This design comes from an exercise in tuning for small area, a short achievable clock period and few clock cycles on the open sky130 flow, not from production work.
Where RTL was checked, it was by simulation tests only, not by an equivalence proof against the original.

== the baseline ==
// als_core
module als_core (
    input  wire        clk,
    input  wire        rst,           
    input  wire        cmd_valid,
    input  wire [31:0] cmd_cw,
    input  wire [31:0] cmd_opd,
    output reg         busy,
    output reg         rsp_valid,
    output reg  [2:0]  rsp_status,
    output wire [31:0] rsp_result
);
Size: roughly 6,500 cells after synthesis, roughly 100 I/O pins.
Settings: LEC_CHECK=0, CAP_MARGIN=20, CORE_MARGIN=2, CORE_UTILIZATION=40, SLEW_MARGIN=20; clock period 10.0 ns.
run.sh (not shown) runs the stock make flow with config.mk's settings and CLKGATE_MAP_FILE= SYNTH_SCRIPT=/design/flow/synth_recipe.tcl, a recipe that flattens the netlist after the stock synthesis.
Changes in the candidate relative to the baseline:
- ABC_CLOCK_PERIOD_IN_PS: unset -> 6000
- SETUP_SLACK_MARGIN: unset -> 3
Per the comparison of the candidate with the baseline, final instance area shows an increase of about 11%, non-clock buffer count shows an increase of 262, clock buffer count shows an increase of 2, setup slack shows an increase of 1280 ps.
Function was not checked in any run of this note: the RTL went through the layout flow alone.

run A:
Another version of the RTL of als_core (not shown whole).
Size: roughly 4700 cells after synthesis, roughly 100 I/O pins, about 0.033 mm^2 of cells after synthesis.
## als_core
module als_core (
    input  wire        clk,
    input  wire        rst,           
    input  wire        cmd_valid,
    input  wire [31:0] cmd_cw,
    input  wire [31:0] cmd_opd,
    output reg         busy,
    output reg         rsp_valid,
    output reg  [2:0]  rsp_status,
    output wire [31:0] rsp_result
);
    localparam [2:0] ST_OK      = 3'd0;
    localparam [2:0] ST_UNSUP   = 3'd3;
    localparam [2:0] ST_RANGE   = 3'd4;
    localparam [2:0] ST_ILLEGAL = 3'd6;
    localparam signed [42:0] D4 = 43'sd2907950166499;
    localparam signed [42:0] D3 = -43'sd346518398073;
    localparam signed [42:0] D2 = 43'sd22936832901;
    localparam signed [42:0] D1 = 43'sd2152422862;
    wire [3:0] op     = cmd_cw[3:0];
    wire [3:0] sel    = cmd_cw[7:4];
    wire [1:0] gcode  = cmd_cw[9:8];
    wire [3:0] itcode = cmd_cw[13:10];
    reg illegal;
    always @(*) begin
        illegal = 1'b0;
        if (cmd_cw[31:14] != 18'd0) illegal = 1'b1;
        case (op)
            4'd0, 4'd2: if (cmd_cw[13:8] != 6'd0 || sel[3]) illegal = 1'b1;
  ...
==> flow/config.mk <==
export PLATFORM = sky130hd
export DESIGN_NAME = als_core
export DESIGN_NICKNAME = als_core
export VERILOG_FILES = /design/flow/design.v
export SDC_FILE = /design/flow/constraint.sdc
export NUM_CORES = 4
export LEC_CHECK = 0
export ABC_AREA = 1
export CAP_MARGIN = 20
export CORE_MARGIN = 2
export CORE_UTILIZATION = 40
export SETUP_SLACK_MARGIN = 4.5
export SLEW_MARGIN = 20
==> flow/constraint.sdc <==
create_clock -name core_clock -period 10.0 [get_ports {clk}]
set_input_delay 2.0000 -clock core_clock [delete_from_list [all_inputs] [get_ports {clk}]]
set_output_delay 2.0000 -clock core_clock [all_outputs]
set_load 0.01 [all_outputs]
standard.sh (not shown) runs the stock make flow with config.mk's settings and CLKGATE_MAP_FILE= SYNTH_SCRIPT=/design/flow/synth_recipe.tcl, a recipe that flattens the netlist after the stock synthesis.
==> flow/flow/run.sh <==
#!/bin/bash
# The standard layout, with the port buffers made of buf_4 cells instead
# of the default clkdlybuf4s50_1 delay cells. Everything else (synthesis,
# floorplan, power grid, placement, CTS, routing) is standard.sh unchanged.
set -euo pipefail
export BUFFER_PORTS_ARGS="-buffer_cell sky130_fd_sc_hd__buf_4"
bash standard.sh > standard_make.log 2>&1
Run A: full flow OK, the timing, design-rule and antenna checks passed
Testbench counts of run A, summed over its fixed seeds: cycles 8,288.
## Diff of input files: run B against run A
- SETUP_SLACK_MARGIN now 5.0, was 4.5
==> flow/flow/run.sh <==
#!/bin/bash
# The standard layout, with two changes: Yosys does not map adders to
# full-adder cells (ADDER_MAP_FILE empty, so ABC maps that logic with the
# rest), and the port buffers are buf_4 cells instead of the default
# clkdlybuf4s50_1 delay cells. Synthesis script, floorplan, power grid,
# placement, CTS and routing are standard.sh unchanged.
set -euo pipefail
export BUFFER_PORTS_ARGS="-buffer_cell sky130_fd_sc_hd__buf_4"
export ADDER_MAP_FILE=
bash standard.sh > standard_make.log 2>&1
Results
Run comparison: run A commonest non-fill, non-tap cell in the layout inv_1; run B commonest non-fill, non-tap cell in the layout nand2_1
Share of flip-flops with an asynchronous set or reset after synthesis: run B vs run A — no meaningful difference
Delta (run B minus run A): final area increased 0.0076 mm^2, routed wire length increased about 40%, worst hold slack decreased 0.0041 ns, critical path depth decreased 3.
Of run A and run B, the run reporting the higher height of the chip was run B.
Synthesized area on run B is up relative to run A.
The placement-stage cell area in run A is 0.821 times that in run B.
Run B: detailed-routed wire length on met2 is 14000 um higher than what run A reported.
Per the comparison of run B with run A, initial core utilization shrank by 0.18 points.
Changes in run C relative to run B:
- setting CELL_PAD_IN_SITES_DETAIL_PLACEMENT to 0 for the first time
- setting CELL_PAD_IN_SITES_GLOBAL_PLACEMENT to 0 for the first time
- changing SETUP_SLACK_MARGIN from 5.0 to 4.25
==> flow/flow/run.sh <==
#!/bin/bash
# The standard layout (standard.sh, unchanged) with two settings:
# - SYNTH_ARGS=-noabc: Yosys's synth command skips its quick ABC pass, so
#   the full adders are extracted from the RTL's own carry-save trees (the
#   final ABC mapping with the flow's script still runs). Registers and
#   their names are those of the standard synthesis.
# - the port buffers are buf_4 cells instead of the default
#   clkdlybuf4s50_1 delay cells; every port is still buffered.
set -euo pipefail
export SYNTH_ARGS=-noabc
export BUFFER_PORTS_ARGS="-buffer_cell sky130_fd_sc_hd__buf_4"
bash standard.sh > standard_make.log 2>&1
### Flow results
Core area, run B and run C: smaller value in run C
Run C reports a lower global router's overall resource usage than run B does.
Top routing layer in use: met4 -> run C, met5 -> run B
In run C, vertical die dimension is lower than in run B.
Setup changes, run C to run D
- a change of SETUP_SLACK_MARGIN from 4.25 to 4.0
- a deleted CELL_PAD_IN_SITES_DETAIL_PLACEMENT that had been 0
- a deleted CELL_PAD_IN_SITES_GLOBAL_PLACEMENT that had been 0
==> flow/flow/run.sh <==
#!/bin/bash
# The standard layout, with the port buffers made of buf_4 cells instead
# of the default clkdlybuf4s50_1 delay cells. Everything else (synthesis,
# floorplan, power grid, placement, CTS, routing) is standard.sh unchanged.
set -euo pipefail
export BUFFER_PORTS_ARGS="-buffer_cell sky130_fd_sc_hd__buf_4"
bash standard.sh > standard_make.log 2>&1
--- outcome ---
On clock skew, run C and run D are neck and neck. Overall routing resource usage in run D vs run C: down 0.74 points. Run D against run C: worst hold slack now sits at about the same level, xor and xnor fraction of the mapped netlist area now sits lower, design area now sits lower.
Inputs modified between run D and run E:
- SETUP_SLACK_MARGIN now 4.5, was 4.0
==> flow/run.sh (new file) <==
#!/bin/bash
# synth_recipe.tcl (not shown) runs the flow's synth.tcl, then flattens the netlist and writes it again
# the make line also repeats each setting of config.mk as NAME=value (left out here)
make -C /OpenROAD-flow-scripts/flow DESIGN_CONFIG=/design/flow/config.mk WORK_HOME=/design/flow/orfs CLKGATE_MAP_FILE= SYNTH_SCRIPT=/design/flow/synth_recipe.tcl finish
removed: flow/flow/run.sh
removed: flow/standard.sh
Findings:
Going from run D to run E, average detailed-routed wire length per instance grew by a few percent.
For run E, the slowest cell on the critical path was fa_2, unlike run D, where it was fa_1.
Max non-clock buffer count across run D and run E: run E
Run E reports a higher clock-buffer cell count than run D does.
Run D -> run E: area fraction in compound gates after synthesis delta 0, exact match
Routed wire in run E totals more than in run D.

als_core, a different RTL version from the one above (not shown whole).
Size: roughly 4100 cells after synthesis, ~83 flip-flops.
Design als_core, start of the top module:
module als_core (
    input  wire        clk,
    input  wire        rst,           
    input  wire        cmd_valid,
    input  wire [31:0] cmd_cw,
    input  wire [31:0] cmd_opd,
    output reg         busy,
    output reg         rsp_valid,
    output reg  [2:0]  rsp_status,
    output wire [31:0] rsp_result
);
clock: 10.0 ns
lec_check: 0
cap_margin: 20
core_margin: 2
core_utilization: 40
setup_slack_margin: 3
slew_margin: 20
run.sh (not shown) runs the stock make flow with config.mk's settings and CLKGATE_MAP_FILE= SYNTH_SCRIPT=/design/flow/synth_recipe.tcl, a recipe that flattens the netlist after the stock synthesis.
Stock flow here: none of the scripts above is used.
The starting point completed with no timing, DRC or antenna violations.
Rerun with:
Settings changed: SETUP_SLACK_MARGIN 3 to 2.5.
Critical path depth falls by 1.
Sequential share of layout area goes up by 0.15 points.
Via count fell by 1.4%.
Global-route usage went down by 0.61 points.
Area after synthesis stays the same.
Rerun with:
Settings changed: ABC_AREA set to 1, SETUP_SLACK_MARGIN 2.5 to 3.
Effect:
- The new run finished clean
- routed wire length climbs by 7.6%
- final cell count climbs by 21%
- global-route usage climbs by 1.1 points
- maximum frequency climbs by 7.2%
- critical path depth stays the same
No functional check of the RTL was part of any run of this note.

## job 256
RTL: one of the versions met above, not the one the previous note started from.
For scale: ~4500 cells after synthesis, about 32000 µm² of cells after synthesis.
clock: 10.0 ns
lec_check: 0
abc_area: 1
cap_margin: 20
core_margin: 2
core_utilization: 40
setup_slack_margin: 4.25
slew_margin: 20
standard.sh (not shown) runs the stock make flow with config.mk's settings and CLKGATE_MAP_FILE= SYNTH_SCRIPT=/design/flow/synth_recipe.tcl, a recipe that flattens the netlist after the stock synthesis.
==> flow/flow/run.sh <==
#!/bin/bash
# The standard layout (standard.sh, unchanged) with two settings:
# - SYNTH_ARGS=-noabc: Yosys's synth command skips its quick ABC pass, so
#   the full adders are extracted from the RTL's own carry-save trees (the
#   final ABC mapping with the flow's script still runs). Registers and
#   their names are those of the standard synthesis.
# - the port buffers are buf_4 cells instead of the default
#   clkdlybuf4s50_1 delay cells; every port is still buffered.
set -euo pipefail
export SYNTH_ARGS=-noabc
export BUFFER_PORTS_ARGS="-buffer_cell sky130_fd_sc_hd__buf_4"
bash standard.sh > standard_make.log 2>&1
Job 256 | stages: all done | timing, DRC, antenna: all pass
Testbench counts of job 256, summed over its fixed seeds: cycles 8,288.
--- input diff job 256..job 5161 ---
# job 256
export LEC_CHECK = 0
export ABC_AREA = 1
export CAP_MARGIN = 20
export CORE_MARGIN = 2
export CORE_UTILIZATION = 40
export SETUP_SLACK_MARGIN = 4.25
export SLEW_MARGIN = 20
create_clock -name core_clock -period 10.0 [get_ports {clk}]
# job 5161
export LEC_CHECK = 0
export ABC_AREA = 1
export CAP_MARGIN = 20
export CORE_MARGIN = 2
export CORE_UTILIZATION = 40
export PLACE_DENSITY = 0.75
export SETUP_SLACK_MARGIN = 4.25
export SLEW_MARGIN = 20
create_clock -name core_clock -period 10.0 [get_ports {clk}]
### Flow results
Setup slack of the worst register-to-register path ended up 0.07 ns lower on job 5161 than on job 256. Total of plain and repair buffers excluding clock buffers | job 5161 above job 256. Area of all placed cells without fillers sits higher in job 5161 than in job 256. From job 256 to job 5161 the numbers moved as follows: global-route usage climbed 0.62 points; worst hold slack barely changed. Job 5161 finished every stage and its layout cleared the timing, design-rule and antenna checks.
Inputs modified between job 5161 and job 6311:
# job 5161
export LEC_CHECK = 0
export ABC_AREA = 1
export CAP_MARGIN = 20
export CORE_MARGIN = 2
export CORE_UTILIZATION = 40
export PLACE_DENSITY = 0.75
export SETUP_SLACK_MARGIN = 4.25
export SLEW_MARGIN = 20
create_clock -name core_clock -period 10.0 [get_ports {clk}]
# job 6311
export LEC_CHECK = 0
export ABC_AREA = 1
export CAP_MARGIN = 20
export CORE_MARGIN = 2
export CORE_UTILIZATION = 40
export GPL_ROUTABILITY_DRIVEN = 0
export SETUP_SLACK_MARGIN = 4.25
export SLEW_MARGIN = 20
create_clock -name core_clock -period 10.0 [get_ports {clk}]
## What came out
Job 6311 did not stop at any stage, and its layout met the timing, design-rule and antenna checks.
A worst setup path startpoint of cmd_opd[16] is what job 5161 shows, while cmd_opd[10] belongs to job 6311.
Summary of job 6311 over job 5161: worst setup margin lost 0.017 ns; register-to-register slack picked up an extra 0.07 ns.
What job 2723 does differently from job 6311 at the input level:
# job 6311
export LEC_CHECK = 0
export ABC_AREA = 1
export CAP_MARGIN = 20
export CORE_MARGIN = 2
export CORE_UTILIZATION = 40
export GPL_ROUTABILITY_DRIVEN = 0
export SETUP_SLACK_MARGIN = 4.25
export SLEW_MARGIN = 20
create_clock -name core_clock -period 10.0 [get_ports {clk}]
# job 2723
export LEC_CHECK = 0
export ABC_AREA = 1
export CAP_MARGIN = 20
export CORE_MARGIN = 2
export CORE_UTILIZATION = 55
export SETUP_SLACK_MARGIN = 4.0
export SLEW_MARGIN = 20
create_clock -name core_clock -period 10.0 [get_ports {clk}]
==> flow/run.sh (new file) <==
#!/bin/bash
# synth_recipe.tcl (not shown) runs the flow's synth.tcl, then flattens the netlist and writes it again
# the make line also repeats each setting of config.mk as NAME=value (left out here)
make -C /OpenROAD-flow-scripts/flow DESIGN_CONFIG=/design/flow/config.mk WORK_HOME=/design/flow/orfs CLKGATE_MAP_FILE= SYNTH_SCRIPT=/design/flow/synth_recipe.tcl finish
removed: flow/flow/run.sh
removed: flow/standard.sh
==> comparison <==
Initial antenna violation count up 3 in job 2723 wrt job 6311
Summary — cell row count, job 2723 relative to job 6311: lower, by 14.
Between job 6311 and job 2723, worst hold slack increased.
Compare job 2723 and job 6311 | width of the chip lower: job 2723
Between job 2723 and job 6311, vertical die dimension is lower for job 2723, job 6311 comes in above that.
On job 2723: final critical-path share of the clock period is 3.1 points higher than what job 6311 gave.
Compared with job 6311, job 2723 has less setup slack.
The category of the most critical setup path comes out reg -> reg in one run and in -> reg in the other, namely in job 2723 and job 6311 respectively.
Lower design area among job 2723 and job 6311: job 6311

main:
Another version of the RTL of als_core (not shown whole).
For scale: ~4300 cells after synthesis, roughly 110 flip-flops, ~100 I/O pins.
// als_core
module als_core (
    input  wire        clk,
    input  wire        rst,           
    input  wire        cmd_valid,
    input  wire [31:0] cmd_cw,
    input  wire [31:0] cmd_opd,
    output reg         busy,
    output reg         rsp_valid,
    output reg  [2:0]  rsp_status,
    output wire [31:0] rsp_result
);
clock: 10.0 ns
lec_check: 0
cap_margin: 20
core_margin: 2
core_utilization: 40
setup_slack_margin: 4
slew_margin: 20
run.sh (not shown) runs the stock make flow with config.mk's settings and CLKGATE_MAP_FILE= SYNTH_SCRIPT=/design/flow/synth_recipe.tcl, a recipe that flattens the netlist after the stock synthesis.
Stock flow here: none of the scripts above is used.
diff inputs: main => the feature branch
Settings: SETUP_SLACK_MARGIN now 3, was 4.
==> notes.md <==
The feature branch: all stages complete, timing, DRC and antenna checks passed. Relative to main, cell count decreased by 2.4% in the feature branch. From the feature branch to main, count of clock-buffer cells in the layout did not move at all. Compared to main, the feature branch has critical path depth 3 lower. Sort main and the feature branch by half-perimeter wire length after detailed placement, ascending, and main comes first. Diff main -> the feature branch: maximum frequency -4.9%, total wire length after detailed routing decreased 4.3%.
No run of this note included a check of the RTL's function; only the layout flow was run.

== job 105 ==
Another version of the RTL of als_core (not shown whole).
For scale: about 4,300 cells after synthesis, roughly 99 flip-flops.
// als_core
module als_core (
    input  wire        clk,
    input  wire        rst,           
    input  wire        cmd_valid,
    input  wire [31:0] cmd_cw,
    input  wire [31:0] cmd_opd,
    output reg         busy,
    output reg         rsp_valid,
    output reg  [2:0]  rsp_status,
    output wire [31:0] rsp_result
);
export LEC_CHECK = 0
export ABC_AREA = 1
export CAP_MARGIN = 20
export CORE_MARGIN = 2
export CORE_UTILIZATION = 40
export SETUP_SLACK_MARGIN = 4.25
export SLEW_MARGIN = 20
create_clock -name core_clock -period 10.0 [get_ports {clk}]
standard.sh (not shown) runs the stock make flow with config.mk's settings and CLKGATE_MAP_FILE= SYNTH_SCRIPT=/design/flow/synth_recipe.tcl, a recipe that flattens the netlist after the stock synthesis.
==> flow/flow/run.sh <==
#!/bin/bash
# The standard layout (standard.sh, unchanged) with two settings:
# - SYNTH_ARGS=-noabc: Yosys's synth command skips its quick ABC pass, so
#   the full adders are extracted from the RTL's own carry-save trees (the
#   final ABC mapping with the flow's script still runs). Registers and
#   their names are those of the standard synthesis.
# - the port buffers are buf_4 cells instead of the default
#   clkdlybuf4s50_1 delay cells; every port is still buffered.
set -euo pipefail
export SYNTH_ARGS=-noabc
export BUFFER_PORTS_ARGS="-buffer_cell sky130_fd_sc_hd__buf_4"
bash standard.sh > standard_make.log 2>&1
Every stage of the flow completed for job 105, and the final layout passed the timing, design-rule and antenna checks.
## Diff of input files: job 102 against job 105
==> flow/run.sh (new file) <==
#!/bin/bash
# synth_recipe.tcl (not shown) runs the flow's synth.tcl, then flattens the netlist and writes it again
# the make line also repeats each setting of config.mk as NAME=value (left out here)
make -C /OpenROAD-flow-scripts/flow DESIGN_CONFIG=/design/flow/config.mk WORK_HOME=/design/flow/orfs CLKGATE_MAP_FILE= SYNTH_SCRIPT=/design/flow/synth_recipe.tcl finish
-- flow/config.mk --
<<< job 105, line 12
export SETUP_SLACK_MARGIN = 4.25
>>> job 102, line 12
export SETUP_SLACK_MARGIN = 4.0
removed: flow/flow/run.sh
removed: flow/standard.sh
--- outcome ---
| die area | job 102 vs job 105 | worse |. From job 105 to job 102 the numbers moved as follows: synthesized cell count higher. Critical-path cell with the highest stage delay: fa_1 -> job 102, fa_2 -> job 105. Compared job 102 vs job 105, and number of nets in the finished design is up in job 102. Relative to job 105, measured slew at the worst slew-check pin has decreased by 0.18 ns in job 102. Job 102 completed every stage of the flow, and the final layout passed the timing, design-rule and antenna checks.
Function was not checked in any run of this note: the RTL went through the layout flow alone.

[re-timing with driven ports]
No port has a modelled driver above. Below, the same layouts with a new extraction and two added sets of constraints.
Step 1: set_driving_cell puts a clkbuf_16 on clk and a buf_2 on each other input, an assumption about the parent block.
Step 2, shift: input delay + t, output delay - t, t = (earliest + latest rising clock arrival at the registers) / 2. This alone moves slack from input paths to output paths.
a / b / c = ideal ports / drivers / drivers and shift; a / b = the first two.
| run | t (ns) | setup slack, ns | hold WS [ns] | latest minus earliest clock arrival (ns) | cell pins on the clock port's net |
|---|---|---|---|---|---|
| the baseline | 0.442 | 1.566 / 1.566 / 1.244 | 0.461 / 0.461 / 0.461 | 0.014 / 0.014 | 1 |
| the candidate | 0.435 | 2.849 / 2.863 / 2.428 | 0.458 / 0.458 / 0.458 | 0.012 / 0.012 | 1 |
| run A | 0.470 | 4.356 / 4.314 / 3.844 | 0.472 / 0.472 / 0.472 | 0.024 / 0.025 | 1 |
| run B | 0.469 | 4.943 / 4.884 / 4.415 | 0.468 / 0.468 / 0.468 | 0.022 / 0.022 | 1 |
| run C | 0.465 | 4.389 / 4.363 / 3.898 | 0.470 / 0.470 / 0.470 | 0.020 / 0.020 | 1 |
| run D | 0.465 | 4.035 / 4.033 / 3.568 | 0.467 / 0.467 / 0.467 | 0.024 / 0.024 | 1 |
| run E | 0.457 | 4.418 / 4.433 / 3.976 | 0.466 / 0.466 / 0.466 | 0.027 / 0.027 | 1 |
| the first run of note 3 | 0.423 | 3.003 / 3.003 / 2.690 | 0.459 / 0.459 / 0.459 | 0.016 / 0.016 | 1 |
| the second run of note 3 | 0.419 | 2.622 / 2.659 / 2.240 | 0.469 / 0.469 / 0.469 | 0.014 / 0.014 | 1 |
| the third run of note 3 | 0.434 | 3.119 / 3.147 / 2.713 | 0.471 / 0.471 / 0.471 | 0.011 / 0.011 | 1 |
| job 256 | 0.465 | 4.389 / 4.363 / 3.898 | 0.470 / 0.470 / 0.470 | 0.020 / 0.020 | 1 |
| job 5161 | 0.450 | 4.340 / 4.253 / 3.803 | 0.470 / 0.470 / 0.470 | 0.021 / 0.021 | 1 |
| job 6311 | 0.456 | 4.322 / 4.229 / 3.773 | 0.453 / 0.453 / 0.453 | 0.012 / 0.012 | 1 |
| job 2723 | 0.443 | 4.012 / 4.012 / 3.754 | 0.469 / 0.469 / 0.469 | 0.019 / 0.018 | 1 |
| main | 0.532 | 3.362 / 3.389 / 2.857 | 0.467 / 0.467 / 0.467 | 0.012 / 0.012 | 1 |
| the feature branch | 0.542 | 3.023 / 3.046 / 2.504 | 0.455 / 0.455 / 0.455 | 0.028 / 0.028 | 1 |
| job 105 | 0.436 | 4.234 / 4.191 / 3.755 | 0.471 / 0.471 / 0.471 | 0.009 / 0.009 | 1 |
| job 102 | 0.478 | 4.097 / 4.097 / 3.720 | 0.472 / 0.472 / 0.472 | 0.026 / 0.026 | 1 |
After both steps setup and hold are still met in every run listed. For job 6311, which loses most, drivers alone change the setup slack by -0.093 ns; drivers and shift together by -0.549 ns.
